Source: an optimization exercise on an open RTL-to-GDS flow (aim: small area, a short achievable clock period and few clock cycles). Production flows keep margins and buffers that such runs may drop.
Function was checked by simulation only, so behaviour that the tests miss may differ from the original.

// rot_geom
module rot_geom (
    input  wire        clk,
    input  wire        rst,         
    input  wire        start,
    input  wire        op,          
    input  wire [15:0] w,
    input  wire [15:0] h,
    input  wire [15:0] sin_q,       
    input  wire [15:0] cos_q,       
    output wire        busy,
    output wire        done,
    output wire [7:0]  errcode,
    output wire [31:0] res_a,       
    output wire [31:0] res_b        
);
    localparam [1:0] ST_IDLE = 2'd0, ST_MAC = 2'd1, ST_DIV = 2'd2, ST_DONE = 2'd3;
    reg [1:0]  st;
    reg [3:0]  ph;
    reg        op_q, err;
    reg [15:0] w_q, h_q, s_q, c_q;
    reg        wge, cgs, ceqs;        
    reg        amb;                   
    reg        thin2;                 
    reg        f15;
    reg        goA, goB;
    reg [1:0]  st_nx;
    reg        busy_o, done_o;        
    wire       busy_i  = (st == ST_MAC) || (st == ST_DIV);
    assign busy    = busy_o;
    assign done    = done_o;
    assign errcode = err ? 8'h32 : 8'h00;
    wire accept = start && !busy_i;
    wire start_fin = (w == 16'd0) || (h == 16'd0) || (op && sin_q == 16'd0 && cos_q == 16'd0);
    wire [15:0] L  = wge ? w_q : h_q;
    wire [15:0] Sh = wge ? h_q : w_q;
    wire [31:0] QA, QB;
    wire [30:0] RA, RB, DA, DB;
    wire        negA, negB, actA, actB, lastA, lastB;
    localparam [2:0] A_S = 3'd0, A_C = 3'd1, A_W = 3'd2, A_H = 3'd3, A_ZH = 3'd4, A_ZL = 3'd5;
    localparam [1:0] B_C = 2'd0, B_S = 2'd1, B_L = 2'd2;
    localparam [2:0] AD_0 = 3'd0, AD_RA = 3'd1, AD_RB = 3'd2, AD_D = 3'd3, AD_E = 3'd4, AD_SH = 3'd5;
    localparam [1:0] M_ADD = 2'd0, M_SUB = 2'd1, M_RSUB = 2'd2;    
    localparam [2:0] DS_QA = 3'd0, DS_QB = 3'd1, DS_RA = 3'd2, DS_RB = 3'd3, DS_D = 3'd4,
                     DS_QAS = 3'd5, DS_QBS = 3'd6, DS_AMB = 3'd7;
    wire [1:0] m_sub = cgs ? M_SUB : M_RSUB;
    reg        n_v;
    reg [2:0]  n_a, n_ad, n_ds;
    reg [1:0]  n_b, n_m;
    wire [3:0] nph = ph + 4'd1;
    always @* begin
        n_v = 1'b0; n_a = A_S; n_b = B_C; n_ad = AD_0; n_m = M_ADD; n_ds = DS_QA;
        if (!op_q) begin
  ...
Settings: LEC_CHECK=0, CAP_MARGIN=40, CORE_MARGIN=2, CORE_UTILIZATION=40, PLACE_DENSITY=0.6, SLEW_MARGIN=30; clock period 13.0 ns.
standard.sh (not shown) runs the stock make flow with config.mk's settings and CLKGATE_MAP_FILE= SYNTH_SCRIPT=/design/flow/synth_recipe.tcl, a recipe that flattens the netlist after the stock synthesis.
==> flow/flow/run.sh <==
#!/bin/bash
# The standard layout, with
#  - repair_timing aiming at a shorter period than the clock (setup margin),
#    repairing only the worst endpoints so that the area stays small;
set -o pipefail
bash standard.sh SETUP_SLACK_MARGIN=9.0 TNS_END_PERCENT=10 \
    "BUFFER_PORTS_ARGS=-buffer_cell sky130_fd_sc_hd__buf_4" finish > std_flow.log 2>&1
Testbench counts at the start, summed over its fixed seeds: cycles 20,186.
Change:
--- a/flow/flow/run.sh
+++ b/flow/flow/run.sh
@@ -6 +6 @@
-bash standard.sh SETUP_SLACK_MARGIN=9.0 TNS_END_PERCENT=10 \
+bash standard.sh SETUP_SLACK_MARGIN=9.3 TNS_END_PERCENT=10 \
Result:
- The new run completed with no timing, DRC or antenna violations
- global-route usage grows by 1.3 points
- die area stays the same
- final cell count goes up by 2.2%
- cell area goes up by 5.1%
- routed wire length went up by 4.4%
- worst setup slack improves by 280 ps
- via count goes up by 2.7%
Change:
--- a/flow/flow/run.sh
+++ b/flow/flow/run.sh
@@ -6 +6 @@
-bash standard.sh SETUP_SLACK_MARGIN=9.3 TNS_END_PERCENT=10 \
+bash standard.sh SETUP_SLACK_MARGIN=8.7 TNS_END_PERCENT=5 \
Result:
- core utilization is lower by 3.2 points
- sequential share of layout area is higher by 0.86 points
- die area does not change
- design area is lower by 6.6%
- synthesized cell count is unchanged

-- static timing again, ports no longer ideal --
The results above use ideal ports. As a check the final layouts listed here were re-extracted and re-timed, cells and wires unchanged. Step 1 (the two cells are an assumption about what drives the block):
set clk [get_ports {clk}]
set_driving_cell -lib_cell sky130_fd_sc_hd__clkbuf_16 $clk
set_driving_cell -lib_cell sky130_fd_sc_hd__buf_2 [delete_from_list [all_inputs] $clk]
Step 2 moves the port delays by t, midway between the first and last clock arrival at a register: inputs arrive t later, outputs are due t later. That takes back most of the time a late clock gives input paths. Three values: ideal ports, drivers, drivers and shift; two values: the first two.
run | t (ns) | setup slack, ns | hold slack, ns | clock arrival spread, ns
the first run | 0.798 | 8.742 / 8.662 / 8.208 | 0.335 / 0.335 / 0.335 | 0.059 / 0.059
the second run | 0.801 | 9.021 / 8.944 / 8.364 | 0.335 / 0.335 / 0.335 | 0.075 / 0.075
the third run | 0.800 | 8.534 / 8.534 / 7.877 | 0.335 / 0.335 / 0.335 | 0.070 / 0.070
After both steps setup and hold are still met in every run listed.
